This is an optimization exercise on Yosys and OpenROAD, whose aim is small area, not a production implementation.
The RTL was checked by simulation tests, not by an equivalence proof against the original design.
No activity file was given, so power comes from the tool's default toggle rates.

==> design/flow/design.v <==
`timescale 1ns/1ps
module scfd #(
    parameter MAX_FRAME = 128,
    parameter T_SETTLE  = 16
) (
    input  wire       clk,
    input  wire       rst,
    input  wire       rx_valid,
    input  wire [7:0] rx_data,
    output wire       tx_valid,
    output wire [7:0] tx_data,
    input  wire       tx_ready,
    output wire       bus_cs,
    output wire       bus_valid,
    output wire       bus_we,
    output wire [7:0] bus_wdata,
    input  wire       bus_ready,
    input  wire [7:0] bus_rdata,
    input  wire       bus_fail
);
    localparam [7:0] HEADER = 8'h7E;
    localparam [7:0] TAIL   = 8'h7F;
    localparam [6:0] CLAMP  = MAX_FRAME - 10;    
    localparam integer L    = 120;               
    localparam integer NP   = L / 8;             
    localparam integer NS   = 8;                 
    localparam [6:0] LAST   = L - 1;             
    localparam [3:0] S_IDLE  = 4'd0;
    localparam [3:0] S_WAIT  = 4'd1;    
    localparam [3:0] S_FETCH = 4'd2;    
    localparam [3:0] S_SET   = 4'd3;    
    localparam [3:0] S_B0    = 4'd4;    
    localparam [3:0] S_B1    = 4'd5;    
    localparam [3:0] S_B2    = 4'd6;    
    localparam [3:0] S_B3    = 4'd7;    
    localparam [3:0] S_T0    = 4'd8;    
    localparam [3:0] S_T1    = 4'd9;    
    localparam [3:0] S_T2    = 4'd10;   
    localparam [3:0] S_T3    = 4'd11;   
    localparam [3:0] S_T4    = 4'd12;   
    localparam [3:0] S_TF    = 4'd13;   
    localparam [3:0] S_CMP   = 4'd14;   
    localparam [3:0] S_RW    = 4'd15;   
    localparam [1:0] K_NACK = 2'd0;
    localparam [1:0] K_WR   = 2'd1;
    localparam [1:0] K_RD   = 2'd2;
    localparam [1:0] K_VF   = 2'd3;
    function [6:0] inc;    
        input [6:0] p;
        inc = (p == LAST) ? 7'd0 : p + 7'd1;
    endfunction
    reg        coll;        
    reg  [6:0] ac;          
    reg  [7:0] acc;         
    reg        wsel;        
    reg        cv;          
    reg  [2:0] c3;          
    reg  [7:0] p0, p1, p3;
    reg        p2z;         
    reg  [3:0] st;
    wire [6:0] idx       = ac + 7'd1;                  
    wire       ovf       = (ac == 7'd127);
    wire       app       = rx_valid && coll && !ovf;   
    wire       completes = app && (rx_data == TAIL) && (ac >= 7'd2);
    wire       hand_off  = completes && (acc == 8'd0) && (st == S_IDLE);
    wire       header    = rx_valid && !coll && (rx_data == HEADER);
    wire       abandon   = (completes && !hand_off) || (rx_valid && coll && ovf);
    wire       c_is7     = cv && (c3 == 3'd6);
    wire       c_is2     = cv && (c3 == 3'd1);
    wire       in_data   = (idx >= 7'd6) || (c_is2 && idx >= 7'd4) ||
                           (c_is7 && idx >= 7'd3);
    wire       data_in   = app && !completes && in_data;
    always @(posedge clk) begin
        if (rst) begin
            coll <= 1'b0;
        end else if (rx_valid) begin
            if (!coll) begin
                coll <= (rx_data == HEADER);
            end else if (ovf || completes) begin
                coll <= 1'b0;
            end
        end
    end
    always @(posedge clk) begin
        if (rx_valid) begin
            if (!coll) begin
                ac  <= 7'd0;
                acc <= rx_data;
            end else begin
                ac  <= idx;
                acc <= acc ^ rx_data;
            end
        end
    end
    always @(posedge clk) begin
        if (app) begin
            if (idx == 7'd1) begin
                cv <= (rx_data[7:4] == 4'd0) && (rx_data[3:0] != 4'd0) &&
                      (rx_data[3:0] <= 4'd8);
                c3 <= rx_data[2:0] - 3'd1;
            end
            if (idx == 7'd2) p0  <= rx_data;
            if (idx == 7'd3) p1  <= rx_data;
            if (idx == 7'd4) p2z <= (rx_data == 8'd0);
            if (idx == 7'd5) p3  <= rx_data;
        end
    end
    always @(posedge clk) begin
        if (rst)
            wsel <= 1'b0;
        else if (hand_off)
            wsel <= ~wsel;
    end
    reg          pv;              
    reg  [7:0]   pr;
    reg  [8*NS-1:0] sr;           
    reg  [3:0]   occ;             
    reg  [3:0]   fl;              
    reg  [6:0]   pc;              
    wire         s_in   = data_in && pv;
    wire         swr    = (occ != 4'd0) && (pc[2:0] == 3'd0);
    wire [7:0]   s_out  = sr[8*(occ-4'd1) +: 8];
    wire         s_disp = (fl != 4'd0);              
    wire [3:0]   occ_w  = occ - {3'd0, swr};
    wire [3:0]   fl_w   = fl - {3'd0, swr && s_disp};
    always @(posedge clk) begin
        if (rst || header || completes || (rx_valid && coll && ovf))
            pv <= 1'b0;
        else if (data_in)
            pv <= 1'b1;
        if (data_in)
            pr <= rx_data;
        if (s_in)
            sr <= {sr[8*NS-9:0], pr};
    end
    always @(posedge clk) begin
        if (rst) begin
            occ <= 4'd0;
            fl  <= 4'd0;
        end else begin
            fl  <= hand_off ? occ_w : fl_w;
            occ <= abandon ? fl_w : occ_w + {3'd0, s_in};
        end
    end
    wire [6:0]   pc_n   = swr ? pc : inc(pc);
    always @(posedge clk) begin
        if (rst)
            pc <= 7'd0;
        else
            pc <= pc_n;
    end
    wire [6:0]  plen    = ac - 7'd2;    
    wire        blk_ok  = (plen >= 7'd4) && p2z && !p3[7] && (p3[6:0] == plen - 7'd4);
    wire        pid_ok  = (p0[7:2] == 6'd0);
    wire [6:0]  ra_size = (p2z && p3 <= {1'b0, CLAMP}) ? p3[6:0] : CLAMP;
    wire [6:0]  cl_size = (p0 == 8'd0 && p1 <= {1'b0, CLAMP}) ? p1[6:0] : CLAMP;
    reg  [1:0]  d_kind;
    reg         d_ones, d_rd1;
    reg  [15:0] d_addr;
    reg  [6:0]  d_cnt;
    always @(*) begin
        d_kind = K_NACK;
        d_ones = 1'b0;
        d_rd1  = 1'b0;
        d_addr = {p0, p1};
        d_cnt  = 7'd0;
        if (cv) begin
            case (c3)
                3'd0: if (plen == 7'd2) begin d_kind = K_RD; d_cnt = 7'd1; d_rd1 = 1'b1; end
                3'd1: if (plen == 7'd3) begin d_kind = K_WR; d_cnt = 7'd1; end
                3'd2: if (plen == 7'd4) begin d_kind = K_RD; d_cnt = ra_size; end
                3'd3: if (blk_ok)       begin d_kind = K_WR; d_cnt = p3[6:0]; end
                3'd4: if (plen == 7'd2) begin
                    d_kind = K_WR; d_cnt = cl_size; d_ones = 1'b1; d_addr = 16'h0000;
                end
                3'd5: if (blk_ok)       begin d_kind = K_VF; d_cnt = p3[6:0]; end
                3'd6: if (plen == 7'd65 && pid_ok) begin
                    d_kind = K_WR; d_cnt = 7'd64; d_addr = {8'h01, p0[1:0], 6'd0};
                end
                default: if (plen == 7'd1 && pid_ok) begin
                    d_kind = K_RD; d_cnt = 7'd64; d_addr = {8'h01, p0[1:0], 6'd0};
                end
            endcase
        end
    end
    reg  [1:0]  kind;
    reg         ones, rd1;
    reg  [15:0] addr;
    reg  [6:0]  cnt;
    reg  [6:0]  tmr;
    reg         bad, mism;
    reg  [7:0]  csum;
    reg  [7:0]  h;
    reg  [6:0]  dp;           
    reg  [8*L-1:0] ra, rb;
    wire        rd_at = (dp[4:0] == 5'd31) || (dp == LAST);
    wire [6:0]  rpos  = (dp[6:5] == 2'd3) ? LAST : {dp[6:5], 5'd31};
    wire [7:0]  tail  = wsel ? ra[8*rpos +: 8] : rb[8*rpos +: 8];
    wire wr_at   = (dp[2:0] == 3'd0);              
    wire hwr     = (st == S_RW) && wr_at;          
    wire done_x  = (tmr == cnt);                   
    wire has_pay = bad || (kind == K_NACK) || (kind == K_RD && cnt != 7'd0);
    wire err_pay = bad || (kind == K_NACK);
    wire d_stall = ((st == S_FETCH || st == S_TF || st == S_CMP) && rd_at) || hwr;
    wire [6:0]  ad_a   = hand_off ? pc_n : dp;
    wire [6:0]  ad_b   = hand_off ? d_cnt - {3'd0, occ_w} : cnt;
    wire [7:0]  dp_sum = {1'b0, ad_a} + {1'b0, ad_b};
    wire [6:0]  dp_add = (dp_sum >= L) ? dp_sum - L : dp_sum[6:0];
    always @(posedge clk) begin
        if (hand_off || (hwr && done_x))
            dp <= dp_add;
        else if (!d_stall)
            dp <= inc(dp);
    end
    wire        a_s  = swr && (s_disp == wsel);      
    wire        b_s  = swr && (s_disp != wsel);
    wire        a_h  = hwr && wsel;                  
    wire        b_h  = hwr && !wsel;
    wire [3:0]  a_pt = a_h ? dp[6:3] : pc[6:3];
    wire [3:0]  b_pt = b_h ? dp[6:3] : pc[6:3];
    wire [7:0]  a_d  = a_h ? h : s_out;
    wire [7:0]  b_d  = b_h ? h : s_out;
    genvar gp;
    generate
        for (gp = 0; gp < L; gp = gp + 1) begin : g_ring
            if (gp % 8 == 1 && gp / 8 == NP - 1) begin : g_port
                always @(posedge clk) begin
                    ra[8*gp +: 8] <= ((a_s || a_h) && a_pt == gp / 8) ? a_d : ra[8*(gp-1) +: 8];
                    rb[8*gp +: 8] <= ((b_s || b_h) && b_pt == gp / 8) ? b_d : rb[8*(gp-1) +: 8];
                end
            end else if (gp % 8 == 1) begin : g_iport
                wire [7:0] ad = ((gp / 8) % 2) ? ~a_d : a_d;
                wire [7:0] bd = ((gp / 8) % 2) ? ~b_d : b_d;
                always @(posedge clk) begin
                    ra[8*gp +: 8] <= ~(((a_s || a_h) && a_pt == gp / 8) ? ad : ra[8*(gp-1) +: 8]);
                    rb[8*gp +: 8] <= ~(((b_s || b_h) && b_pt == gp / 8) ? bd : rb[8*(gp-1) +: 8]);
                end
            end else begin : g_plain
                always @(posedge clk) begin
                    ra[8*gp +: 8] <= ra[8*((gp+L-1)%L) +: 8];
                    rb[8*gp +: 8] <= rb[8*((gp+L-1)%L) +: 8];
                end
            end
        end
    endgenerate
    always @(posedge clk) begin
        if (rst) begin
            st <= S_IDLE;
        end else begin
            case (st)
                S_IDLE: if (hand_off) st <= S_WAIT;
                S_WAIT: if (fl == 4'd0) begin
                    if (cnt == 7'd0)
                        st <= S_T0;
                    else if (kind == K_WR && !ones)
                        st <= S_FETCH;
                    else
                        st <= S_B0;
                end
                S_FETCH: if (rd_at) st <= S_B0;
                S_B0: if (bus_ready) st <= S_B1;
                S_B1: if (bus_ready) st <= S_B2;
                S_B2: if (bus_ready) st <= S_B3;
                S_B3: if (bus_ready) begin
                    case (kind)
                        K_WR:    st <= S_SET;
                        K_RD:    st <= S_RW;
                        default: st <= S_CMP;
                    endcase
                end
                S_SET: if (tmr == T_SETTLE - 1)
                    st <= (cnt == 7'd0 || bad) ? S_T0 : ones ? S_B0 : S_FETCH;
                S_CMP: if (rd_at) st <= done_x ? S_T0 : S_B3;
                S_RW:  if (wr_at) st <= done_x ? S_T0 : S_B3;
                S_T0: if (tx_ready) st <= S_T1;
                S_T1: if (tx_ready) st <= !has_pay ? S_T3 : err_pay ? S_T2 : S_TF;
                S_TF: if (rd_at) st <= S_T2;
                S_T2: if (tx_ready) st <= (err_pay || cnt == 7'd1) ? S_T3 : S_TF;
                S_T3: if (tx_ready) st <= S_T4;
                S_T4: if (tx_ready) st <= S_IDLE;
                default: st <= S_IDLE;
            endcase
        end
    end
    always @(posedge clk) begin
        case (st)
            S_IDLE: if (hand_off) begin
                kind <= d_kind;
                ones <= d_ones;
                rd1  <= d_rd1;
                addr <= d_addr;
                cnt  <= d_cnt;
                bad  <= 1'b0;
                mism <= 1'b0;
                tmr  <= 7'd0;
            end
            S_FETCH: if (rd_at) h <= tail;
            S_TF:    if (rd_at) h <= tail;
            S_B3: if (bus_ready) begin
                bad <= bus_fail;
                h   <= bus_rdata;
                if (kind == K_WR) begin
                    cnt  <= cnt - 7'd1;
                    addr <= addr + 16'd1;
                    tmr  <= 7'd0;
                end else begin
                    tmr  <= tmr + 7'd1;
                end
            end
            S_CMP: if (rd_at && h != tail) mism <= 1'b1;
            S_SET: tmr <= tmr + 7'd1;
            S_T2:  if (tx_ready) cnt <= cnt - 7'd1;
            default: ;
        endcase
    end
    assign bus_valid = (st[3:2] == 2'b01);
    assign bus_cs    = bus_valid || ((st == S_CMP || st == S_RW) && !done_x);
    assign bus_we    = (st != S_B3) || (kind == K_WR);
    assign bus_wdata = (st == S_B0) ? {6'd0, 1'b1, kind != K_WR} :
                       (st == S_B1) ? addr[15:8] :
                       (st == S_B2) ? addr[7:0] :
                       ones ? 8'hFF : h;
    reg [7:0] code_byte;
    always @(*) begin
        if (bad || kind == K_NACK) code_byte = 8'h11;
        else if (kind == K_WR)     code_byte = 8'h10;
        else if (kind == K_RD)     code_byte = rd1 ? 8'h12 : 8'h13;
        else                       code_byte = mism ? 8'h15 : 8'h14;
    end
    assign tx_valid = (st == S_T0 || st == S_T1 || st == S_T2 || st == S_T3 || st == S_T4);
    assign tx_data  = (st == S_T0) ? HEADER :
                      (st == S_T1) ? code_byte :
                      (st == S_T2) ? (err_pay ? (bad ? 8'h04 : 8'h01) : h) :
                      (st == S_T3) ? csum : TAIL;
    always @(posedge clk) begin
        if (tx_ready) begin
            if (st == S_T0)
                csum <= HEADER;
            else if (st == S_T1 || st == S_T2)
                csum <= csum ^ tx_data;
        end
    end
endmodule
==> design/flow/flow/run.sh <==
#!/bin/bash
set -euo pipefail
export BUFFER_PORTS_ARGS="-buffer_cell sky130_fd_sc_hd__buf_1"
export CTS_ARGS="-sink_clustering_enable -repair_clock_nets -sink_clustering_size 9 -sink_clustering_max_diameter 30 -buf_list \"sky130_fd_sc_hd__clkbuf_4 sky130_fd_sc_hd__clkbuf_8\" -sink_clustering_buffer sky130_fd_sc_hd__clkbuf_4 -dont_use_dummy_load"
bash standard.sh > standard_flow.log 2>&1
==> design/flow/standard.sh <==
#!/bin/bash
# synth_recipe.tcl (not shown) runs the flow's synth.tcl, then flattens the netlist and writes it again
# the make line also repeats each setting of config.mk as NAME=value (left out here)
make -C /OpenROAD-flow-scripts/flow DESIGN_CONFIG=/design/flow/config.mk WORK_HOME=/design/flow/orfs CLKGATE_MAP_FILE= SYNTH_SCRIPT=/design/flow/synth_recipe.tcl "${@:-finish}"
==> design/flow/config.mk <==
export PLATFORM = sky130hd
export DESIGN_NAME = scfd
export DESIGN_NICKNAME = scfd
export VERILOG_FILES = /design/flow/design.v
export SDC_FILE = /design/flow/constraint.sdc
export NUM_CORES = 4
export LEC_CHECK = 0
export ABC_AREA = 1
export CAP_MARGIN = 20
export CORE_MARGIN = 2
export CORE_UTILIZATION = 75
export CTS_BUF_LIST = sky130_fd_sc_hd__clkbuf_8
export CTS_CLUSTER_DIAMETER = 40
export CTS_CLUSTER_SIZE = 14
export PLACE_DENSITY = 0.85
export SLEW_MARGIN = 20
==> design/flow/constraint.sdc <==
create_clock -name core_clock -period 10.0 [get_ports {clk}]
set_input_delay 2.0000 -clock core_clock [delete_from_list [all_inputs] [get_ports {clk}]]
set_output_delay 2.0000 -clock core_clock [all_outputs]
set_load 0.01 [all_outputs]
==> impl_metrics.yaml, run 1 <==
placed_design:
  dp_hpwl_um: 72900
  portBuffers: 41
  gp_congestion: 0.941
sta:
  rsz0062_at_grt: "no"
  slew_headroom_pct: 30.8
  tns_ns: 0
  setup_viol: 0
  finalHoldViolCount: 0
  min_period_ns: 6.16
  fin_crit_sh_pct: 61.6
  slew_viol_final: 0
  fmax_mhz: 162
  worstMarginPinSlew_ns: 1.03
  finClkSkew_ns: 0.0906
global_route:
  grt_max_degree: 66
  grt_pass1_vias: 30591
  antenna_found_initial: 5
  grt-ovfl-total: 0
  grtUsageTotal_pct: 32.6
  grt_pass1_wl_um: 179000
cts:
  clk_pin_slew_ns: 0.09
  cts.repair.resized: 0
  cts_buffers: 302
  cts_hold_buffers: 0
  clock-sinks: 2117
  cts_root_buffer: "clkbuf_8"
  cts-htree-levels: 5
  cts_tree: "built"
  clk_path_buf_depth: 4
  post_cts_buffers: 0
  clock_latency_ns: 0.87
job:
  maxCapViolCount: 0
critical_path:
  slowest_delay_ns: 0.47
  critPathRequiredTime_ns: 10.59
  crit_type: "reg -> reg"
  cp.arrival_ns: 6.75
  slowest_stage: "edfxtp_1"
  end_kind: "register"
  worstSetupStartpointType: "register"
  critPathMaxFanout: 8
die:
  io_pins: 42
  dieWidth_um: 271
  rows: 97
  design.core.area_sq_um: 70400
  initial_core_util_pct: 76.1
  die_area_sq_um: 73600
  die_h_um: 271
route:
  dr_wl_met3_um: 7210
  routed_wl_um: 119000
  ant_nets: 0
  first_iter_violations: 2523
  wl_met1_um: 47200
  drt-wirelength-per-cell_um: 22.4
  first_pass_iters: 6
  viasPerCell: 5.55
  highest_layer: "met5"
  drc: 0
  dr_wl_met2_um: 58200
  vias: 29356
logic_synthesis:
  synth_fp_nets: 4110
  synth_top_family_by_area: "simple AND/OR/NAND/NOR gates"
  ys_seq_area_share_pct: 82.4
  netlist_area_sq_um: 53600
  synth_top_area_share_pct: 72.6
  synth_async_sr_flop_share_pct: 0
  synth_cells: 4042
  netlist_top_cells_area: "dfxtp_1 (73%), edfxtp_1 (9.8%), nand2_1 (3.8%)"
  synth_top_cell_by_area: "dfxtp_1"
  avgSynthCellArea_sq_um: 13.3
  synth_cell_type_count: 59
  ys_ff_latch: 2117
  yosys_warnings: 1
  synth_xor_area_share_pct: 0.752
  synthMuxAreaShare_pct: 0.149
  synth_fa_ha_area_share_pct: 1.10
  synth-compound-area-share_pct: 5.42
  synth_top_flop_cell: "dfxtp_1"
  synth-edff-count: 175
  synth-simple-area-share_pct: 7.98
final_layout:
  final_nets: 4416
  mostFrequentLayoutCells: "dfxtp_1 (1,942), nand2_1 (540), o21ai_0 (296)"
  layout_commonest_cell: "dfxtp_1"
  area_delta_synth_final_pct: 7.15
  fill_cells: 3480
  drive_gt1_share_pct: 9.13
  utilization_pct: 81.5
run_status:
  status: "no timing/DRC/antenna violations"
pwr:
  p_leak_nw: 23.3
  max-vdd-ir-drop_v: 0.000199
  cellPowerDensity_nw_per_um2: 268
worst_hold_path:
  holdCritPathClass: "reg -> reg"
## layer usage
metal	GRT usage, %	vias up
li1	-	13664
met1	40.7	14077
met2	54.4	1224
met3	6.19	389
met4	17.4	2
met5	0	-
## synthesized netlist by cell type, types with 12 or more instances
cell	instances
dfxtp_1	1942
nand2_1	540
o21ai_0	296
nor2_1	227
inv_1	220
edfxtp_1	175
nand3_1	129
a21oi_1	104
ha_1	44
xor2_1	37
clkbuf_1	32
buf_2	28
o21ai_1	26
o22ai_1	25
nand4_1	19
nor3_1	19
nor2_2	17
a31oi_1	12
## worst paths after layout
kind	cells past startpoint	slack, ns	startpoint	to
worst min register to register	0	0.27	ra[416]	ra[424]
worst max register to register	33	3.84	ac[1]	dp[5]
worst min-delay path	0	0.27	ra[416]	ra[424]
worst max-delay path	33	3.84	ac[1]	dp[5]
## worst max-delay path, delay by kind of cell, from the launching register on
kind | cells | cell delay (ns)
AND/OR/NAND/NOR | 15 | 2.04
adder cells (fa/ha/maj) | 5 | 1.49
AO/OA/AOI/OAI | 9 | 1.20
flip-flops | 1 | 0.47
buffers and inverters | 3 | 0.40
XOR/XNOR | 1 | 0.29
## stage by stage
| stage | area (sq um) | power, mW | std cells | hold WS (ns) | setup WS, ns |
|---|---|---|---|---|---|
| CTS | 57400 | 15.4 | 5286 | 0.275 | 3.78 |
| global route | 57400 | 15.8 | 5287 | 0.277 | 3.16 |
| finish | 57400 | 15.4 | 5287 | 0.271 | 3.84 |
| global placement | 54800 | 11.1 | 4984 | 0.310 | 3.63 |
| detailed placement | 54800 | 11.2 | 4984 | 0.312 | 3.45 |
| floorplan | 53600 | 10.4 | 4042 | 0.310 | 3.62 |
## cell type report
cell class / count / area (sq um) / area share, %
antenna: 1 / 2.50 / 0.00436
timing repair buffer: 71 / 379 / 0.660
multi-input combinational: 1624 / 8270 / 14.4
tap: 940 / 1180 / 2.05
clock buffer: 302 / 2570 / 4.48
inverter: 232 / 873 / 1.52
sequential: 2117 / 44100 / 76.9
## registers in the layout (all words and copies together), names as in the netlist, 16 cells and up
name,count
sr,64
addr,16
ra,960
rb,960
## report_power, final
group	switching, mW	internal (mW)	leakage, nW
registers	0.337	9.45	17.5
clock network	2.62	1.61	1.52
logic	1.04	0.286	4.26
total	4.00	11.4	23.3
## cell families after synthesis
| kind of cell | after synthesis |
|---|---|
| XOR/XNOR | 46 |
| multiplexers | 8 |
| adder cells (fa/ha/maj) | 46 |
| AO/OA/AOI/OAI | 526 |
| buffers and inverters | 301 |
| flip-flops | 2117 |
| AND/OR/NAND/NOR | 998 |
==> run 2, diff against run 1 <==
==> design/flow/flow/run.sh (replaced) <==
#!/bin/bash
set -euo pipefail
export BUFFER_PORTS_ARGS="-buffer_cell sky130_fd_sc_hd__buf_1"
export CTS_ARGS="-sink_clustering_enable -repair_clock_nets -sink_clustering_size 16 -sink_clustering_max_diameter 40 -buf_list sky130_fd_sc_hd__clkbuf_8 -dont_use_dummy_load"
bash standard.sh > standard_flow.log 2>&1
==> run 2 against run 1 <==
- still clean on timing, DRC and antenna
- non-clock buffer count stayed put
- worst hold slack gained 0.0026 ns
- power fell by 1.6%
- global-route usage down 0.47 points
- fmax is 1.0% lower
- core utilization shrank 0.35 points
- setup slack worse by 0.065 ns
- clock power decreased by 5.9%
- wire length is 1.3% lower
- sequential power is essentially flat
- critical path type unchanged
- largest power group unchanged
- highest routed layer unchanged
==> impl_metrics.yaml, run 2 <==
run_status:
  status: "no timing/DRC/antenna violations"
logic_synthesis:
  synth_top_flop_cell: "dfxtp_1"
  synth_top_area_share_pct: 72.6
  ys_seq_area_share_pct: 82.4
  synth.most_common_cell: "dfxtp_1"
  synth_async_sr_flop_share_pct: 0
  synthTopCellsByCount: "dfxtp_1 (1,942), nand2_1 (540), o21ai_0 (296)"
  yosys_warnings: 1
  ys_ff_latch: 2117
  netlist_top_cells_area: "dfxtp_1 (73%), edfxtp_1 (9.8%), nand2_1 (3.8%)"
  synth_cell_type_count: 59
  synth_top_cell_by_area: "dfxtp_1"
  synth_cells: 4042
  synth_fp_nets: 4110
  avgSynthCellArea_sq_um: 13.3
  synth-edff-count: 175
  netlist_area_sq_um: 53600
route:
  viasPerCell: 5.54
  routed_wl_um: 117000
  drt-wirelength-per-cell_um: 22.7
  vias: 28534
  first_iter_violations: 2554
  ant_nets: 0
  drc: 0
  first_pass_iters: 5
cts:
  clk_pin_slew_ns: 0.09
  cts_tree: "built"
  cts_root_buffer: "clkbuf_8"
  clock-sinks: 2117
  clk_path_buf_depth: 3
  cts_buffers: 169
  cts_hold_buffers: 0
  clock_latency_ns: 0.88
  post_cts_buffers: 0
  cts.repair.resized: 0
  cts-htree-levels: 4
critical_path:
  path_buf_inv: 3
  crit_type: "reg -> reg"
  cp.arrival_ns: 6.72
  end_kind: "register"
  reg2reg_depth: 33
  cp_top_family: "simple AND/OR/NAND/NOR gates"
  critPathMaxFanout: 8
  slowest_delay_ns: 0.47
  cp_num_cells: 33
  worstSetupStartpointType: "register"
  slowest_stage: "edfxtp_1"
  critPathRequiredTime_ns: 10.49
global_route:
  grt_pass1_vias: 29498
  grt_max_degree: 66
  grtUsageTotal_pct: 32.1
  grt-ovfl-total: 0
  grt_pass1_wl_um: 175000
  antenna_found_initial: 6
final_layout:
  final_nets: 4283
  final_area_sq_um: 57200
  fill_cells: 3431
  drive_gt1_share_pct: 6.27
  utilization_pct: 81.2
  layout_commonest_cell: "dfxtp_1"
  largestRegisters: "ra: 960 flops, rb: 960 flops, sr: 64 flops"
  mostFrequentLayoutCells: "dfxtp_1 (1,942), nand2_1 (540), o21ai_0 (296)"
  area_delta_synth_final_pct: 6.69
pwr:
  switchingPower_mw: 3.87
  cellPowerDensity_nw_per_um2: 264
  power_frac_comb_pct: 8.8
  seq_power_share_pct: 64.8
  swShare_pct: 25.6
  max-vdd-ir-drop_v: 0.000251
  p_leak_nw: 23.0
  p_int_mw: 11.2
  p_clk_share_pct: 26.4
die:
  die_area_sq_um: 73600
  design.core.area_sq_um: 70400
  initial_core_util_pct: 76.1
  rows: 97
  die_h_um: 271
  dieWidth_um: 271
  io_pins: 42
sta:
  tns_ns: 0
  min_period_ns: 6.23
  slew_headroom_pct: 32.5
  slew_viol_final: 0
  setup_viol: 0
  worstMarginPinSlew_ns: 1.01
  fin_crit_sh_pct: 62.3
  finClkSkew_ns: 0.159
  rsz0062_at_grt: "no"
  fmax_mhz: 161
  finalHoldViolCount: 0
  holdWs_ns: 0.274
placed_design:
  dp_hpwl_um: 72900
  gp_congestion: 0.941
  portBuffers: 41
  postPlaceCellArea_sq_um: 54800
worst_hold_path:
  min_path_cells: 0
  holdCritPathClass: "reg -> reg"
job:
  maxCapViolCount: 0
[run 2: cell counts after synthesis]
Identical to the previous run, type by type.
[run 2: through the flow]
step / instances / setup WS, ns / power [mW]
finish: 5154 / 3.77 / 15.1
CTS: 5153 / 3.74 / 15.1
global route: 5154 / 3.08 / 15.6
floorplan: 4042 / 3.62 / 10.4
global placement: 4984 / 3.63 / 11.1
detailed placement: 4984 / 3.45 / 11.2
[run 2: routing by layer]
layer	routed length [um]	track usage, %
met5	22	0
met4	5620	15.4
met3	7250	6.24
met2	57500	53.8
met1	46600	40.5
[run 2: final timing paths]
kind | startpoint | end | slack [ns]
worst max-delay path | ac[1] | dp[5] | 3.77
worst min-delay path | ra[750] | ra[758] | 0.27
worst min register to register | ra[750] | ra[758] | 0.27
worst max register to register | ac[1] | dp[5] | 3.77
[run 2: layout make-up]
| cell class | count | area, sq um | share of cell area, % |
|---|---|---|---|
| diodes | 1 | 2.50 | 0.00438 |
| clock buffers | 169 | 2330 | 4.07 |
| inverters | 232 | 873 | 1.53 |
| multi-input cells | 1624 | 8270 | 14.5 |
| flip-flops and latches | 2117 | 44100 | 77.2 |
| well taps | 940 | 1180 | 2.06 |
| repair buffers | 71 | 379 | 0.663 |
[run 2: cells by family (layout without fill, tap and decap cells)]
logic type	count (synthesis)	in the layout	share of synthesized area (%)
AO/OA/AOI/OAI	526	526	5.42
multiplexers	8	8	0.149
flip-flops	2117	2117	82.4
AND/OR/NAND/NOR	998	998	7.98
XOR/XNOR	46	46	0.752
buffers and inverters	301	472	2.21
adder cells (fa/ha/maj)	46	46	1.10
other	0	1	0
[run 2: power groups by stage]
stage                     registers, mW  logic, mW  clock network, mW
after global routing               9.84       1.39               4.32
after floorplan                    9.76      0.608                  0
after global placement             9.85       1.21                  0
after detailed placement           9.94       1.25                  0
final                              9.79       1.34               3.99
after CTS                          9.79       1.30               4.04
==> run 3, diff against run 2 <==
--- a/design/flow/config.mk
+++ b/design/flow/config.mk
@@ -10,7 +10,7 @@
 export CORE_MARGIN = 2
-export CORE_UTILIZATION = 75
+export CORE_UTILIZATION = 80
 export CTS_BUF_LIST = sky130_fd_sc_hd__clkbuf_8
 export CTS_CLUSTER_DIAMETER = 40
-export CTS_CLUSTER_SIZE = 14
-export PLACE_DENSITY = 0.85
+export CTS_CLUSTER_SIZE = 16
+export PLACE_DENSITY = 0.88
 export SLEW_MARGIN = 20
==> run 3 against run 2 <==
- via count increased by 4.8%
- clock skew decreased by 0.057 ns
- combinational power about the same
- cell count is 1.6% lower
- wire length increased by 7.5%
- global-route usage is 4.5 points higher
- sequential share of layout area increased by 0.23 points
- synthesized cell count unchanged
- fmax fell by 8.9%
- sequential power up 0.4%
- largest cell class unchanged
==> impl_metrics.yaml, run 3 <==
run_status:
  status: "no timing/DRC/antenna violations"
sta:
  rsz0062_at_grt: "no"
  fin_crit_sh_pct: 68.4
  worstMarginPinSlew_ns: 1.06
  setup_ws_ns: 3.16
  holdWs_ns: 0.256
  finClkSkew_ns: 0.101
  setup_viol: 0
  slew_headroom_pct: 29.6
  min_period_ns: 6.84
  fmax_mhz: 146
  slew_viol_final: 0
  tns_ns: 0
  finalHoldViolCount: 0
logic_synthesis:
  synth_fp_nets: 4110
  synth_top_area_share_pct: 72.6
  synth.most_common_cell: "dfxtp_1"
  synth_cell_type_count: 59
  synth_top_flop_cell: "dfxtp_1"
  ys_seq_area_share_pct: 82.4
  netlist_top_cells_area: "dfxtp_1 (73%), edfxtp_1 (9.8%), nand2_1 (3.8%)"
  synthTopCellsByCount: "dfxtp_1 (1,942), nand2_1 (540), o21ai_0 (296)"
  avgSynthCellArea_sq_um: 13.3
  synth_cells: 4042
  ys_ff_latch: 2117
  netlist_area_sq_um: 53600
  yosys_warnings: 1
  synth_top_cell_by_area: "dfxtp_1"
  synth-edff-count: 175
  synth_async_sr_flop_share_pct: 0
cts:
  post_cts_buffers: 0
  clock-sinks: 2117
  cts_buffers: 164
  cts-htree-levels: 4
  cts_hold_buffers: 0
  cts_root_buffer: "clkbuf_8"
  clk_path_buf_depth: 3
  clock_latency_ns: 0.84
  cts.repair.resized: 0
  clk_pin_slew_ns: 0.09
  cts_tree: "built"
route:
  routed_wl_um: 126000
  ant_nets: 0
  first_pass_iters: 9
  first_iter_violations: 3449
  drt-wirelength-per-cell_um: 24.8
  vias: 29917
  viasPerCell: 5.90
  drc: 0
global_route:
  grt_max_degree: 66
  grt_pass1_wl_um: 188000
  antenna_found_initial: 5
  grt-ovfl-total: 0
  grt_pass1_vias: 31552
  grtUsageTotal_pct: 36.7
die:
  design.core.area_sq_um: 66000
  io_pins: 42
  rows: 94
  die_area_sq_um: 69100
  dieWidth_um: 263
  die_h_um: 263
  initial_core_util_pct: 81.2
critical_path:
  cp_top_family: "simple AND/OR/NAND/NOR gates"
  slowest_stage: "dfxtp_1"
  slowest_delay_ns: 0.97
  crit_type: "reg -> reg"
  critPathMaxFanout: 35
  path_buf_inv: 2
  worstSetupStartpointType: "register"
  critPathRequiredTime_ns: 10.48
  cp.arrival_ns: 7.32
  end_kind: "register"
final_layout:
  final_area_sq_um: 57000
  fill_cells: 2547
  utilization_pct: 86.4
  layout.cells.non_filler: 5072
  multi_input_area_sq_um: 8280
  mostFrequentLayoutCells: "dfxtp_1 (1,942), nand2_1 (540), o21ai_0 (296)"
  largestRegisters: "ra: 960 flops, rb: 960 flops, sr: 64 flops"
  drive_gt1_share_pct: 6.16
  seqCellArea_sq_um: 44100
  area_delta_synth_final_pct: 6.38
  layout_commonest_cell: "dfxtp_1"
  final_nets: 4275
pwr:
  cellPowerDensity_nw_per_um2: 266
  total_power_mw: 15.2
  p_leak_nw: 23.0
  max-vdd-ir-drop_v: 0.000253
worst_hold_path:
  holdCritPathClass: "reg -> reg"
job:
  maxCapViolCount: 0
placed_design:
  postPlaceCellArea_sq_um: 54700
  portBuffers: 41
  pre_cts_ws_ns: 3.39
  dp_hpwl_um: 77500
  gp_congestion: 0.959
  place_inst: 4905
==> run 3: cell type report <==
class                      instances  share of cell area [%]
sequential                      2117                    77.4
multi-input combinational       1624                    14.5
clock buffer                     164                    3.96
tap                              864                    1.90
inverter                         232                    1.53
timing repair buffer              68                   0.626
antenna                            3                  0.0132
==> run 3: cell families (layout without fill, tap and decap cells) <==
group	Yosys count	in the layout	share of synthesized area, %
mux	8	8	0.149
flops	2117	2117	82.4
fa+ha+maj	46	46	1.10
xor+xnor	46	46	0.752
simple gates	998	998	7.98
buf+inv	301	464	2.21
compound gates	526	526	5.42
other cells	0	3	0
==> run 3: where the power goes <==
group	total (mW)	internal, mW	switching, mW
logic	1.36	0.286	1.08
registers	9.83	9.46	0.380
clock network	3.95	1.47	2.48
total	15.2	11.2	3.94
==> run 3: path summary, 6_finish.rpt <==
| path | startpoint | to | slack (ns) | cells past startpoint |
|---|---|---|---|---|
| setup reg to reg | occ[0] | dp[4] | 3.16 | 26 |
| hold reg to reg | rb[919] | rb[927] | 0.26 | 0 |
| setup / recovery | occ[0] | dp[4] | 3.16 | 26 |
| hold / removal | rb[919] | rb[927] | 0.26 | 0 |
==> run 3: metal layers <==
metal	share of wire (%)	track usage, %
met5	0.0087	0
met4	6.6	21.7
met3	7.9	7.39
met2	48	61.5
met1	37	44.4
==> run 4, diff against run 3 <==
--- a/design/flow/design.v
+++ b/design/flow/design.v
@@ -27,2 +27,3 @@
     localparam [6:0] LAST   = L - 1;             
+    localparam integer NR   = 4;                 
     localparam [3:0] S_IDLE  = 4'd0;
@@ -195,5 +196,14 @@
     reg  [8*L-1:0] ra, rb;
-    wire        rd_at = (dp[4:0] == 5'd31) || (dp == LAST);
-    wire [6:0]  rpos  = (dp[6:5] == 2'd3) ? LAST : {dp[6:5], 5'd31};
-    wire [7:0]  tail  = wsel ? ra[8*rpos +: 8] : rb[8*rpos +: 8];
+    reg  [7:0]  tail;
+    reg         rd_at;                             
+    integer     r;
+    always @(*) begin
+        tail  = 8'd0;
+        rd_at = 1'b0;
+        for (r = 0; r < NR; r = r + 1)
+            if (dp == (r + 1) * (L / NR) - 1) begin
+                rd_at = 1'b1;
+                tail  = wsel ? ra[8*((r+1)*(L/NR)-1) +: 8] : rb[8*((r+1)*(L/NR)-1) +: 8];
+            end
+    end
     wire wr_at   = (dp[2:0] == 3'd0);              
==> design/flow/flow/run.sh (replaced) <==
#!/bin/bash
# Standard layout, except that the port buffers are the smallest buffer
# (sky130_fd_sc_hd__buf_1) instead of the one buffer_ports picks by default.
set -euo pipefail
export BUFFER_PORTS_ARGS="-buffer_cell sky130_fd_sc_hd__buf_1"
bash standard.sh > standard_flow.log 2>&1
--- a/design/flow/config.mk
+++ b/design/flow/config.mk
@@ -10,7 +10,7 @@
 export CORE_MARGIN = 2
-export CORE_UTILIZATION = 80
+export CORE_UTILIZATION = 75
 export CTS_BUF_LIST = sky130_fd_sc_hd__clkbuf_8
 export CTS_CLUSTER_DIAMETER = 40
-export CTS_CLUSTER_SIZE = 16
-export PLACE_DENSITY = 0.88
+export CTS_CLUSTER_SIZE = 14
+export PLACE_DENSITY = 0.85
 export SLEW_MARGIN = 20
==> run 4 against run 3 <==
- synthesized cell count decreased by 0.12%
- non-clock buffer count is 3 lower
- sequential power decreased by 1%
- clock power increased by 16%
==> impl_metrics.yaml, run 4 <==
logic_synthesis:
  yosys_warnings: 1
  synth_cells: 4037
  synth-edff-count: 175
  avgSynthCellArea_sq_um: 13.3
  synth_top_flop_cell: "dfxtp_1"
  synth.most_common_cell: "dfxtp_1"
  ys_seq_area_share_pct: 82.0
  synthTopCellsByCount: "dfxtp_1 (1,942), nand2_1 (621), o21ai_0 (258)"
  netlist_area_sq_um: 53800
  ys_ff_latch: 2117
  synth_cell_type_count: 63
  synth_async_sr_flop_share_pct: 0
  synth_fp_nets: 4106
  synth_top_area_share_pct: 72.3
  synth_top_cell_by_area: "dfxtp_1"
  netlist_top_cells_area: "dfxtp_1 (72%), edfxtp_1 (9.8%), nand2_1 (4.3%)"
worst_hold_path:
  holdCritPathClass: "reg -> reg"
pwr:
  total_power_mw: 15.5
  max-vdd-ir-drop_v: 0.000218
  cellPowerDensity_nw_per_um2: 267
  p_leak_nw: 23.3
cts:
  cts-htree-levels: 4
  clk_path_buf_depth: 3
  cts_buffers: 184
  cts_hold_buffers: 0
  clk_pin_slew_ns: 0.08
  cts_root_buffer: "clkbuf_8"
  clock_latency_ns: 0.87
  clock-sinks: 2117
  cts.repair.resized: 0
  post_cts_buffers: 0
  cts_tree: "built"
die:
  initial_core_util_pct: 75.5
  die_area_sq_um: 73900
  design.core.area_sq_um: 71200
  dieWidth_um: 272
  die_h_um: 272
  io_pins: 42
  rows: 98
placed_design:
  gp_congestion: 0.924
  portBuffers: 41
  dp_hpwl_um: 72700
  pre_cts_ws_ns: 3.36
critical_path:
  critPathMaxFanout: 8
  end_kind: "register"
  path_common_cell: "nand2_1"
  slowest_delay_ns: 0.51
  crit_type: "reg -> reg"
  regToRegSetupSlack_ns: 4.07
  worstSetupStartpointType: "register"
  slowest_stage: "edfxtp_1"
  cp.arrival_ns: 6.51
  critPathRequiredTime_ns: 10.57
global_route:
  antenna_found_initial: 8
  grtUsageTotal_pct: 32.4
  grt_pass1_wl_um: 177000
  grt_max_degree: 66
  grt-ovfl-total: 0
  grt_pass1_vias: 29818
job:
  maxCapViolCount: 0
route:
  routed_wl_um: 117000
  first_pass_iters: 8
  ant_nets: 0
  drt-wirelength-per-cell_um: 22.5
  drc: 0
  vias: 28530
  viasPerCell: 5.45
  first_iter_violations: 2514
sta:
  tns_ns: 0
  finClkSkew_ns: 0.0688
  finalHoldViolCount: 0
  worstMarginPinSlew_ns: 1.03
  setup_ws_ns: 4.07
  fin_crit_sh_pct: 59.3
  setup_viol: 0
  rsz0062_at_grt: "no"
  fmax_mhz: 169
  min_period_ns: 5.93
  slew_viol_final: 0
  slew_headroom_pct: 30.6
final_layout:
  drive_gt1_share_pct: 7.92
  layout_commonest_cell: "dfxtp_1"
  area_delta_synth_final_pct: 8.04
  final_nets: 4295
  mostFrequentLayoutCells: "dfxtp_1 (1,942), nand2_1 (621), o21ai_0 (258)"
  largestRegisters: "ra: 960 flops, rb: 960 flops, sr: 64 flops"
run_status:
  status: "no timing/DRC/antenna violations"
-- run 4: metrics by stage --
stage                     instance area (sq um)  hold slack (ns)  cells  util, %
final                                     58100            0.313   5232     81.6
after detailed placement                  55000            0.312   4990     77.2
after floorplan                           53800            0.310   4037        -
after global placement                    55000            0.309   4990     77.2
after CTS                                 58100            0.302   5230     81.6
after global routing                      58100            0.302   5232     81.6
-- run 4: per-layer routing --
metal,GRT usage (%),vias to the layer above,share of wire (%)
li1,-,13353,-
met1,40.9,13785,40
met2,55.5,1086,50
met3,5.58,298,6.0
met4,13.9,8,4.2
met5,0,-,0.041
-- run 4: critical path, delay by kind of cell, from the launching register on --
| family | cells | cell delay (ns) |
|---|---|---|
| AND/OR/NAND/NOR | 17 | 1.96 |
| adder cells (fa/ha/maj) | 5 | 1.49 |
| AO/OA/AOI/OAI | 6 | 0.82 |
| buffers and inverters | 5 | 0.54 |
| flip-flops | 1 | 0.51 |
| XOR/XNOR | 1 | 0.31 |
-- run 4: worst paths after layout --
kind / start / end / depth (start not counted)
min reg2reg: rb[468] / rb[476] / 0
min: rb[468] / rb[476] / 0
max: ac[1] / dp[5] / 34
max reg2reg: ac[1] / dp[5] / 34
-- run 4: cells by family after synthesis --
| group | after synthesis | share of synthesized area (%) |
|---|---|---|
| AOI/OAI and AO/OA | 509 | 5.31 |
| and+or+nand+nor | 1023 | 8.35 |
| muxes | 7 | 0.130 |
| adders and majority gates | 47 | 1.12 |
| xor gates and xnor gates | 54 | 0.879 |
| DFF | 2117 | 82.0 |
| buffers and inverters | 280 | 2.18 |
-- run 4: final cells by class --
cell class	count	area, sq um
sequential	2117	44100
fill	3354	13100
multi-input combinational	1640	8500
clock buffer	190	2620
tap	950	1190
inverter	218	826
clock inverter	50	522
timing repair buffer	65	334
antenna	2	5.00
-- run 4: power by group --
part           internal (mW)  leakage [nW]  switching (mW)
registers               9.37          17.5           0.321
clock network           1.84          1.65            2.75
logic                  0.274          4.12           0.971
==> run 5, diff against run 4 <==
--- a/design/flow/design.v
+++ b/design/flow/design.v
@@ -27,3 +27,2 @@
     localparam [6:0] LAST   = L - 1;             
-    localparam integer NR   = 4;                 
     localparam [3:0] S_IDLE  = 4'd0;
@@ -116,12 +115,29 @@
     reg  [7:0]   pr;
-    reg  [8*NS-1:0] sr;           
-    reg  [3:0]   occ;             
-    reg  [3:0]   fl;              
+    reg  [8*NS-1:0] dl;           
+    reg  [NS-1:0] sv, sf;
     reg  [6:0]   pc;              
     wire         s_in   = data_in && pv;
-    wire         swr    = (occ != 4'd0) && (pc[2:0] == 3'd0);
-    wire [7:0]   s_out  = sr[8*(occ-4'd1) +: 8];
-    wire         s_disp = (fl != 4'd0);              
-    wire [3:0]   occ_w  = occ - {3'd0, swr};
-    wire [3:0]   fl_w   = fl - {3'd0, swr && s_disp};
+    wire         swr    = (sv != {NS{1'b0}}) && (pc[2:0] == 3'd0);
+    wire [NS-1:0] s_old;
+    genvar gq;
+    generate
+        for (gq = 0; gq < NS; gq = gq + 1) begin : g_old
+            if (gq == NS - 1) begin : g_top
+                assign s_old[gq] = sv[gq];
+            end else begin : g_low
+                assign s_old[gq] = sv[gq] && (sv[NS-1:gq+1] == {(NS-1-gq){1'b0}});
+            end
+        end
+    endgenerate
+    reg  [7:0]   s_out;
+    integer      q;
+    always @(*) begin
+        s_out = 8'd0;
+        for (q = 0; q < NS; q = q + 1)
+            s_out = s_out | (dl[8*q +: 8] & {8{s_old[q]}});
+    end
+    wire         s_disp = |(sf & s_old);              
+    wire [NS-1:0] sv_w  = swr ? (sv & ~s_old) : sv;    
+    wire [NS-1:0] sf_w  = sf & sv_w;
+    wire         flush_end = swr && s_disp && (sf_w == {NS{1'b0}});
     always @(posedge clk) begin
@@ -133,4 +149,3 @@
             pr <= rx_data;
-        if (s_in)
-            sr <= {sr[8*NS-9:0], pr};
+        dl <= {dl[8*NS-9:0], pr};
     end
@@ -138,7 +153,7 @@
         if (rst) begin
-            occ <= 4'd0;
-            fl  <= 4'd0;
+            sv <= {NS{1'b0}};
+            sf <= {NS{1'b0}};
         end else begin
-            fl  <= hand_off ? occ_w : fl_w;
-            occ <= abandon ? fl_w : occ_w + {3'd0, s_in};
+            sv <= {(abandon ? sf_w[NS-2:0] : sv_w[NS-2:0]), s_in};
+            sf <= {(hand_off ? sv_w[NS-2:0] : sf_w[NS-2:0]), 1'b0};
         end
@@ -196,14 +211,5 @@
     reg  [8*L-1:0] ra, rb;
-    reg  [7:0]  tail;
-    reg         rd_at;                             
-    integer     r;
-    always @(*) begin
-        tail  = 8'd0;
-        rd_at = 1'b0;
-        for (r = 0; r < NR; r = r + 1)
-            if (dp == (r + 1) * (L / NR) - 1) begin
-                rd_at = 1'b1;
-                tail  = wsel ? ra[8*((r+1)*(L/NR)-1) +: 8] : rb[8*((r+1)*(L/NR)-1) +: 8];
-            end
-    end
+    wire        rd_at = (dp[4:0] == 5'd31) || (dp == LAST);
+    wire [6:0]  rpos  = (dp[6:5] == 2'd3) ? LAST : {dp[6:5], 5'd31};
+    wire [7:0]  tail  = wsel ? ra[8*rpos +: 8] : rb[8*rpos +: 8];
     wire wr_at   = (dp[2:0] == 3'd0);              
@@ -214,4 +220,5 @@
     wire d_stall = ((st == S_FETCH || st == S_TF || st == S_CMP) && rd_at) || hwr;
-    wire [6:0]  ad_a   = hand_off ? pc_n : dp;
-    wire [6:0]  ad_b   = hand_off ? d_cnt - {3'd0, occ_w} : cnt;
+    wire        hand_n = hand_off && (sv_w == {NS{1'b0}});    
+    wire [6:0]  ad_a   = (hand_n || flush_end) ? pc_n : dp;
+    wire [6:0]  ad_b   = hand_off ? d_cnt : cnt;
     wire [7:0]  dp_sum = {1'b0, ad_a} + {1'b0, ad_b};
@@ -219,3 +226,3 @@
     always @(posedge clk) begin
-        if (hand_off || (hwr && done_x))
+        if (hand_n || flush_end || (hwr && done_x))
             dp <= dp_add;
@@ -261,3 +268,3 @@
                 S_IDLE: if (hand_off) st <= S_WAIT;
-                S_WAIT: if (fl == 4'd0) begin
+                S_WAIT: if (sf == {NS{1'b0}}) begin
                     if (cnt == 7'd0)
==> design/flow/flow/run.sh (replaced) <==
#!/bin/bash
set -euo pipefail
export BUFFER_PORTS_ARGS="-buffer_cell sky130_fd_sc_hd__buf_1"
export CTS_ARGS="-sink_clustering_enable -repair_clock_nets -sink_clustering_size 15 -sink_clustering_max_diameter 45 -buf_list sky130_fd_sc_hd__clkbuf_8 -dont_use_dummy_load"
bash standard.sh > standard_flow.log 2>&1
==> run 5 against run 4 <==
- setup slack got worse by 0.095 ns
- final area decreased by 2.9%
- synthesized area decreased by 1.5%
- via count decreased by 0.29%
- synthesized cell count increased by 1.5%
- sequential power decreased by 12%
- core utilization decreased by 0.97 points
- largest power group unchanged
- highest routed layer unchanged
==> impl_metrics.yaml, run 5 <==
cts:
  cts.repair.resized: 0
  clk_pin_slew_ns: 0.09
  clock_latency_ns: 0.84
  clock-sinks: 2124
  post_cts_buffers: 0
  cts_root_buffer: "clkbuf_8"
  cts-htree-levels: 4
  cts_tree: "built"
  cts_buffers: 171
  cts_hold_buffers: 0
  clk_path_buf_depth: 3
route:
  vias: 28446
  routed_wl_um: 117000
  first_iter_violations: 2502
  drc: 0
  ant_nets: 0
  first_pass_iters: 6
  drt-wirelength-per-cell_um: 22.4
  viasPerCell: 5.46
logic_synthesis:
  synth_cells: 4096
  ys_seq_area_share_pct: 82.4
  netlist_area_sq_um: 53000
  ys_ff_latch: 2124
  synth.most_common_cell: "dfxtp_1"
  synth_fp_nets: 4152
  synth_top_cell_by_area: "dfxtp_1"
  synth_top_flop_cell: "dfxtp_1"
  synth_top_area_share_pct: 76.1
  synthTopCellsByCount: "dfxtp_1 (2,013), nand2_1 (438), nor2_1 (419)"
  netlist_top_cells_area: "dfxtp_1 (76%), edfxtp_1 (6.3%), nand2_1 (3.1%)"
  synth_cell_type_count: 54
  avgSynthCellArea_sq_um: 12.9
  synth_async_sr_flop_share_pct: 0
  yosys_warnings: 1
  synth-edff-count: 111
sta:
  holdWs_ns: 0.244
  finalHoldViolCount: 0
  min_period_ns: 6.03
  fin_crit_sh_pct: 60.3
  tns_ns: 0
  fmax_mhz: 166
  slew_viol_final: 0
  slew_headroom_pct: 31.4
  setup_viol: 0
  rsz0062_at_grt: "no"
  finClkSkew_ns: 0.154
  worstMarginPinSlew_ns: 1.03
global_route:
  grt-ovfl-total: 0
  grtUsageTotal_pct: 32.3
  grt_pass1_wl_um: 174000
  grt_max_degree: 43
  antenna_found_initial: 6
  grt_pass1_vias: 29369
pwr:
  p_leak_nw: 23.3
  cellPowerDensity_nw_per_um2: 223
  max-vdd-ir-drop_v: 0.000205
die:
  die_h_um: 270
  dieWidth_um: 270
  design.core.area_sq_um: 70000
  io_pins: 42
  die_area_sq_um: 72800
  initial_core_util_pct: 75.7
  rows: 97
final_layout:
  final_area_sq_um: 56500
  final_nets: 4325
  layout_commonest_cell: "dfxtp_1"
  area_delta_synth_final_pct: 6.55
  fill_cells: 3560
  drive_gt1_share_pct: 5.84
  largestRegisters: "ra: 960 flops, rb: 960 flops, dl: 64 flops"
  mostFrequentLayoutCells: "dfxtp_1 (2,013), nand2_1 (438), nor2_1 (419)"
critical_path:
  slowest_stage: "buf_1"
  slowest_delay_ns: 0.67
  crit_type: "in -> reg"
  cp.arrival_ns: 6.53
  worstSetupStartpointType: "input port"
  critPathMaxFanout: 18
  critPathRequiredTime_ns: 10.50
  end_kind: "register"
  path_common_cell: "nand2_1"
placed_design:
  dp_hpwl_um: 74300
  gp_congestion: 0.921
  postPlaceCellArea_sq_um: 54100
  portBuffers: 41
run_status:
  status: "no timing/DRC/antenna violations"
worst_hold_path:
  holdCritPathClass: "reg -> reg"
job:
  maxCapViolCount: 0
[run 5: layout make-up]
type | instances | area [sq um] | area share [%]
clock buffers | 171 | 2350 | 4.17
well taps | 940 | 1180 | 2.08
repair buffers | 63 | 319 | 0.565
flip-flops and latches | 2124 | 43600 | 77.3
diodes | 4 | 10.0 | 0.0177
inverters | 250 | 938 | 1.66
multi-input cells | 1659 | 8020 | 14.2
[run 5: path summary, 6_finish.rpt]
kind / startpoint / endpoint / slack, ns / cells past startpoint
worst max register to register: ac[1] / dp[3] / 4.89 / 27
worst min register to register: dl[22] / dl[30] / 0.24 / 0
worst min-delay path: dl[22] / dl[30] / 0.24 / 0
worst max-delay path: rx_valid / dp[3] / 3.97 / 25
[run 5: metal layers]
metal	GRT usage (%)	wire (um)	vias up
met4	14.9	5170	2
met5	0	13	-
met1	40.6	47000	13825
met3	5.12	6430	288
met2	55.2	58300	1019
li1	-	-	13312
[run 5: cells by family after synthesis]
family	count (synthesis)	share of synthesized area (%)
compound gates	458	4.61
xor+xnor	43	0.711
fa+ha+maj	34	0.817
buf+inv	313	2.52
flops	2124	82.4
simple gates	1124	9.00
[run 5: critical path: cells and delay by family]
kind                       cells  cell delay (ns)
and+or+nand+nor               16             2.42
buffers and inverters          4             0.95
AOI/OAI and AO/OA              3             0.45
adders and majority gates      1             0.35
xor gates and xnor gates       1             0.35
[run 5: power breakdown]
part | switching [mW] | total, mW | internal (mW)
Clock | 2.49 | 4.02 | 1.53
Combinational | 0.0327 | 0.0458 | 0.0131
Sequential | 0.00389 | 8.52 | 8.52
Total | 2.53 | 12.6 | 10.1
[run 5: per-stage QoR]
step / cells / util [%] / power, mW / setup WS [ns]
after floorplan: 4096 / - / 8.75 / 4.80
after global placement: 5036 / 77.2 / 8.76 / 3.32
after detailed placement: 5036 / 77.2 / 8.77 / 3.29
after CTS: 5207 / 80.6 / 12.6 / 4.09
after global routing: 5208 / 80.6 / 12.9 / 3.47
final: 5211 / 80.6 / 12.6 / 3.97
==> run 6, diff against run 5 <==
==> design/flow/flow/run.sh (replaced) <==
#!/bin/bash
set -euo pipefail
export BUFFER_PORTS_ARGS="-buffer_cell sky130_fd_sc_hd__buf_1"
export CTS_ARGS="-sink_clustering_enable -repair_clock_nets -sink_clustering_size 18 -sink_clustering_max_diameter 50 -buf_list sky130_fd_sc_hd__clkbuf_8 -dont_use_dummy_load"
bash standard.sh > standard_flow.log 2>&1
==> run 6 against run 5 <==
- flip-flop and latch count did not move
- synthesized area did not move
- largest cell class unchanged
- core utilization fell by 0.49 points
- setup slack improved by 0.024 ns
- global-route usage shrank 0.75 points
- critical path depth stayed put
- clock power is 7.5% lower
- die area unchanged
- clock-buffer cell count shrank 25
- fmax grew 0.40%
- still clean on timing, DRC and antenna
- worst hold slack improved by 0.033 ns
- critical path type unchanged
==> impl_metrics.yaml, run 6 <==
run_status:
  status: "no timing/DRC/antenna violations"
critical_path:
  cp.arrival_ns: 6.52
  cp_top_family: "simple AND/OR/NAND/NOR gates"
  worstSetupStartpointType: "input port"
  critPathRequiredTime_ns: 10.51
  slowest_stage: "buf_1"
  regToRegSetupSlack_ns: 4.86
  path_common_cell: "nand2_1"
  path_buf_inv: 4
  crit_type: "in -> reg"
  critPathMaxFanout: 18
  slowest_delay_ns: 0.68
  end_kind: "register"
logic_synthesis:
  netlist_area_sq_um: 53000
  synthMuxAreaShare_pct: 0
  avgSynthCellArea_sq_um: 12.9
  synth_async_sr_flop_share_pct: 0
  netlist_top_cells_area: "dfxtp_1 (76%), edfxtp_1 (6.3%), nand2_1 (3.1%)"
  synth_cells: 4096
  ys_seq_area_share_pct: 82.4
  synth-simple-area-share_pct: 9.00
  synth_top_flop_cell: "dfxtp_1"
  synthTopCellsByCount: "dfxtp_1 (2,013), nand2_1 (438), nor2_1 (419)"
  synth_fp_nets: 4152
  synth_top_cell_by_area: "dfxtp_1"
  synth_xor_area_share_pct: 0.711
  ys_ff_latch: 2124
  synth.most_common_cell: "dfxtp_1"
  synth_cell_type_count: 54
  synth-compound-area-share_pct: 4.61
  yosys_warnings: 1
  synth-edff-count: 111
  synth_top_family_by_area: "simple AND/OR/NAND/NOR gates"
  synth_top_area_share_pct: 76.1
  synth_fa_ha_area_share_pct: 0.817
cts:
  cts_buffers: 146
  post_cts_buffers: 0
  cts.repair.resized: 0
  clk_path_buf_depth: 3
  cts_root_buffer: "clkbuf_8"
  clock_latency_ns: 0.84
  cts_hold_buffers: 0
  clk_pin_slew_ns: 0.10
  clock-sinks: 2124
  cts_tree: "built"
  cts-htree-levels: 4
sta:
  rsz0062_at_grt: "no"
  setup_ws_ns: 4.00
  finalHoldViolCount: 0
  fin_crit_sh_pct: 60.1
  slew_headroom_pct: 28.9
  tns_ns: 0
  finClkSkew_ns: 0.153
  slew_viol_final: 0
  setup_viol: 0
  min_period_ns: 6.01
  fmax_mhz: 167
  worstMarginPinSlew_ns: 1.06
placed_design:
  gp_congestion: 0.921
  portBuffers: 41
  pre_cts_ws_ns: 3.29
  dp_hpwl_um: 74300
  postPlaceCellArea_sq_um: 54100
die:
  die_area_sq_um: 72800
  die_h_um: 270
  io_pins: 42
  dieWidth_um: 270
  rows: 97
  design.core.area_sq_um: 70000
  initial_core_util_pct: 75.7
global_route:
  grt-ovfl-total: 0
  grt_max_degree: 43
  grtUsageTotal_pct: 31.5
  grt_pass1_vias: 28795
  grt_pass1_wl_um: 170000
  antenna_found_initial: 7
final_layout:
  seqCellArea_sq_um: 43600
  fill_cells: 3668
  area_delta_synth_final_pct: 5.89
  multi_input_area_sq_um: 8020
  largestRegisters: "ra: 960 flops, rb: 960 flops, dl: 64 flops"
  final_area_sq_um: 56100
  mostFrequentLayoutCells: "dfxtp_1 (2,013), nand2_1 (438), nor2_1 (419)"
  drive_gt1_share_pct: 5.28
  final_nets: 4300
  layout_commonest_cell: "dfxtp_1"
route:
  dr_wl_met2_um: 55900
  highest_layer: "met5"
  vias: 28049
  drt-wirelength-per-cell_um: 22.0
  first_iter_violations: 2544
  dr_wl_met3_um: 6520
  drc: 0
  routed_wl_um: 114000
  ant_nets: 0
  viasPerCell: 5.41
  first_pass_iters: 8
  wl_met1_um: 46100
pwr:
  cellPowerDensity_nw_per_um2: 219
  p_leak_nw: 23.1
  max-vdd-ir-drop_v: 0.000206
job:
  maxCapViolCount: 0
worst_hold_path:
  holdCritPathClass: "reg -> reg"
## run 6: cell types whose count changed in the layout (fill, tap and decap cells not counted), sizes merged
cell and delta:
diode -1, clkbuf -25
## run 6: metal layers
layer	up-vias	GRT usage [%]
met1	13478	40.2
li1	13264	-
met2	1017	53.2
met5	-	0
met4	2	14.7
met3	288	5.04
## run 6: final timing paths
| check | startpoint | endpoint | depth (start not counted) |
|---|---|---|---|
| worst max-delay path | rx_valid | dp[3] | 25 |
| worst min-delay path | ra[469] | ra[477] | 0 |
| worst max register to register | ac[1] | dp[3] | 27 |
| worst min register to register | ra[469] | ra[477] | 0 |
## run 6: logic make-up (layout without fill, tap and decap cells)
group / count (synthesis) / after routing
AO/OA/AOI/OAI: 458 / 458
XOR/XNOR: 43 / 43
adder cells (fa/ha/maj): 34 / 34
buffers and inverters: 313 / 459
flip-flops: 2124 / 2124
other: 0 / 3
AND/OR/NAND/NOR: 1124 / 1124
## run 6: power breakdown
part / total, mW / switching, mW / internal [mW]
combinational: 0.0458 / 0.0327 / 0.0131
clock: 3.72 / 2.40 / 1.31
sequential: 8.53 / 0.00378 / 8.52
total: 12.3 / 2.44 / 9.85
## run 6: layout make-up
class | count | share of cell area (%)
diodes | 3 | 0.0134
clock buffers | 146 | 3.58
multi-input cells | 1659 | 14.3
well taps | 940 | 2.10
inverters | 250 | 1.67
flip-flops and latches | 2124 | 77.8
repair buffers | 63 | 0.569
## run 6: worst register-to-register path, cell delays in order, from the launching register on
cell and delay [ns]:
edfxtp_1 0.49, inv_1 0.24, ha_1 0.28, xnor2_1 0.15
ha_1 0.34, nor2_1 0.05, nor2_1 0.12, nand3_1 0.08
nor2_1 0.10, nand4_1 0.11, nor2_1 0.53, nand3_1 0.20
nand3_1 0.12, nand2_1 0.06, o21ai_0 0.13, ha_1 0.33
a21oi_1 0.17, nand2_1 0.10, a21oi_1 0.16, o21bai_1 0.11
xor2_1 0.36, nand3_1 0.16, nand2_1 0.18, inv_1 0.08
nand2_1 0.06, nand2_1 0.05, nand2_1 0.05, nand2_1 0.05
## run 6: stage by stage
| stage | instances | utilization [%] | hold slack [ns] | power (mW) |
|---|---|---|---|---|
| after global routing | 5183 | 80.1 | 0.292 | 12.6 |
| after global placement | 5036 | 77.2 | 0.310 | 8.76 |
| after detailed placement | 5036 | 77.2 | 0.312 | 8.77 |
| after CTS | 5182 | 80.1 | 0.282 | 12.3 |
| after floorplan | 4096 | - | 0.310 | 8.75 |
| final | 5185 | 80.1 | 0.277 | 12.3 |
==> run 7, diff against run 6 <==
==> design/flow/flow/run.sh (replaced) <==
#!/bin/bash
set -euo pipefail
export BUFFER_PORTS_ARGS="-buffer_cell sky130_fd_sc_hd__buf_1"
export CTS_ARGS="-sink_clustering_enable -repair_clock_nets -sink_clustering_size 16 -sink_clustering_max_diameter 40 -buf_list sky130_fd_sc_hd__clkbuf_8 -dont_use_dummy_load"
bash standard.sh > standard_flow.log 2>&1
==> run 7 against run 6 <==
- critical endpoint is now dp[5]
- clock power up 7.8%
- fmax up 0.63%
- still clean
- die area did not move
- largest power group unchanged
- sequential share of layout area shrank 0.50 points
==> impl_metrics.yaml, run 7 <==
cts:
  cts.repair.resized: 0
  cts_buffers: 172
  cts-htree-levels: 4
  clock-sinks: 2124
  post_cts_buffers: 0
  cts_tree: "built"
  cts_hold_buffers: 0
  clk_pin_slew_ns: 0.09
  clock_latency_ns: 0.86
  cts_root_buffer: "clkbuf_8"
  clk_path_buf_depth: 3
route:
  dr_wl_met3_um: 6510
  wl_met1_um: 46700
  viasPerCell: 5.44
  drt-wirelength-per-cell_um: 22.1
  first_pass_iters: 6
  ant_nets: 0
  highest_layer: "met5"
  first_iter_violations: 2639
  dr_wl_met2_um: 56200
  drc: 0
  vias: 28357
  routed_wl_um: 115000
global_route:
  antenna_found_initial: 5
  grt_max_degree: 43
  grt_pass1_vias: 29251
  grtUsageTotal_pct: 31.9
  grt_pass1_wl_um: 172000
  grt-ovfl-total: 0
run_status:
  status: "no timing/DRC/antenna violations"
placed_design:
  postPlaceCellArea_sq_um: 54100
  dp_hpwl_um: 74300
  portBuffers: 41
  gp_congestion: 0.921
logic_synthesis:
  synth-edff-count: 111
  synthMuxAreaShare_pct: 0
  netlist_top_cells_area: "dfxtp_1 (76%), edfxtp_1 (6.3%), nand2_1 (3.1%)"
  synthTopCellsByCount: "dfxtp_1 (2,013), nand2_1 (438), nor2_1 (419)"
  synth_top_flop_cell: "dfxtp_1"
  yosys_warnings: 1
  synth-compound-area-share_pct: 4.61
  synth_xor_area_share_pct: 0.711
  synth_fa_ha_area_share_pct: 0.817
  synth_fp_nets: 4152
  synth_cells: 4096
  synth_top_family_by_area: "simple AND/OR/NAND/NOR gates"
  synth_cell_type_count: 54
  netlist_area_sq_um: 53000
  synth.most_common_cell: "dfxtp_1"
  ys_ff_latch: 2124
  avgSynthCellArea_sq_um: 12.9
  ys_seq_area_share_pct: 82.4
  synth-simple-area-share_pct: 9.00
  synth_top_area_share_pct: 76.1
  synth_async_sr_flop_share_pct: 0
  synth_top_cell_by_area: "dfxtp_1"
sta:
  tns_ns: 0
  fmax_mhz: 168
  finClkSkew_ns: 0.153
  setup_viol: 0
  slew_headroom_pct: 32.3
  worstMarginPinSlew_ns: 1.01
  finalHoldViolCount: 0
  fin_crit_sh_pct: 59.7
  holdWs_ns: 0.265
  rsz0062_at_grt: "no"
  min_period_ns: 5.97
  slew_viol_final: 0
die:
  rows: 97
  initial_core_util_pct: 75.7
  io_pins: 42
  die_area_sq_um: 72800
  dieWidth_um: 270
  design.core.area_sq_um: 70000
  die_h_um: 270
critical_path:
  worstSetupStartpointType: "input port"
  critPathRequiredTime_ns: 10.52
  crit_type: "in -> reg"
  cp_top_family: "simple AND/OR/NAND/NOR gates"
  slowest_stage: "buf_1"
  slowest_delay_ns: 0.67
  cp.arrival_ns: 6.49
  critPathMaxFanout: 18
  path_buf_inv: 4
  end_kind: "register"
  path_common_cell: "nand2_1"
pwr:
  p_int_mw: 10.1
  p_clk_share_pct: 31.9
  power_frac_comb_pct: 0.4
  switchingPower_mw: 2.51
  p_leak_nw: 23.3
  seq_power_share_pct: 67.8
  total_power_mw: 12.6
  cellPowerDensity_nw_per_um2: 223
  max-vdd-ir-drop_v: 0.000233
  swShare_pct: 20.0
final_layout:
  area_delta_synth_final_pct: 6.57
  mostFrequentLayoutCells: "dfxtp_1 (2,013), nand2_1 (438), nor2_1 (419)"
  fill_cells: 3615
  layout_commonest_cell: "dfxtp_1"
  multi_input_area_sq_um: 8020
  largestRegisters: "ra: 960 flops, rb: 960 flops, dl: 64 flops"
  final_nets: 4326
  final_area_sq_um: 56500
  drive_gt1_share_pct: 5.86
  seqCellArea_sq_um: 43600
worst_hold_path:
  holdCritPathClass: "reg -> reg"
job:
  maxCapViolCount: 0
-- run 7: cell counts after synthesis --
No cell type changed its count.
-- run 7: stage by stage --
step / setup WS (ns) / util (%) / std cells
after floorplan: 4.80 / - / 4096
after global placement: 3.32 / 77.2 / 5036
after detailed placement: 3.29 / 77.2 / 5036
after CTS: 4.12 / 80.6 / 5208
after global routing: 3.48 / 80.6 / 5209
final: 4.03 / 80.6 / 5212
-- run 7: metal layers --
metal,global-route usage [%],vias to the layer above
met5,0,-
met4,15.8,4
met3,5.38,317
met2,53.4,1001
met1,40.4,13718
li1,-,13317
-- run 7: path summary, 6_finish.rpt --
kind / endpoint / depth (start not counted) / from / slack, ns
min reg2reg: ra[280] / 0 / ra[272] / 0.27
max: dp[5] / 25 / rx_valid / 4.03
max reg2reg: dp[5] / 27 / ac[1] / 4.91
min: ra[280] / 0 / ra[272] / 0.27
-- run 7: cell families after synthesis --
kind of cell	count (synthesis)
adder cells (fa/ha/maj)	34
buffers and inverters	313
AND/OR/NAND/NOR	1124
AO/OA/AOI/OAI	458
flip-flops	2124
XOR/XNOR	43
-- run 7: layout make-up --
class / instances / area share (%)
antenna: 4 / 0.0177
clock buffer: 172 / 4.19
sequential: 2124 / 77.3
tap: 940 / 2.08
inverter: 250 / 1.66
multi-input combinational: 1659 / 14.2
timing repair buffer: 63 / 0.565
-- run 7: power groups by stage --
stage	clock network [mW]	registers, mW	logic [mW]
2_1_floorplan	0	8.72	0.0264
3_3_place_gp	0	8.72	0.0424
3_5_place_dp	0	8.72	0.0444
4_1_cts	4.04	8.52	0.0448
5_1_grt	4.34	8.53	0.0514
6_report	4.01	8.52	0.0458

-- port drivers added, routing unchanged --
The flow's constraints put no driver on any port. The routed layouts listed below were extracted and timed again, unchanged, in two steps.
Step 1 sets driving cells, clkbuf_16 on the clock port and buf_2 on the other inputs (assumed; they add their load-dependent delay and slew).
Step 2 also shifts input and output timing later by t, the mid clock arrival at the registers, as if the neighbouring blocks saw the same clock.
Three values: ideal, step 1, step 2; two values: the first two.
run | t, ns | slack for setup (ns) | latest minus earliest clock arrival (ns) | worst register clock-pin slew, ns | pins driven straight from the clock port
run 1 | 0.913 | 3.835 / 3.835 / 3.465 | 0.124 / 0.124 | 0.12 / 0.12 | 1
run 2 | 0.867 | 3.770 / 3.770 / 3.387 | 0.158 / 0.158 | 0.11 / 0.11 | 1
run 3 | 0.865 | 3.160 / 3.160 / 3.160 | 0.102 / 0.102 | 0.10 / 0.10 | 1
run 4 | 0.904 | 4.065 / 4.065 / 3.310 | 0.069 / 0.069 | 0.10 / 0.10 | 1
run 5 | 0.836 | 3.971 / 4.016 / 3.180 | 0.153 / 0.154 | 0.10 / 0.10 | 1
run 6 | 0.833 | 3.995 / 4.039 / 3.206 | 0.153 / 0.154 | 0.11 / 0.11 | 1
run 7 | 0.849 | 4.032 / 4.077 / 3.228 | 0.154 / 0.154 | 0.10 / 0.10 | 1
After both steps every run listed still meets setup and hold. For run 7, which loses most, drivers alone change the setup slack by +0.045 ns; drivers and shift together by -0.804 ns.
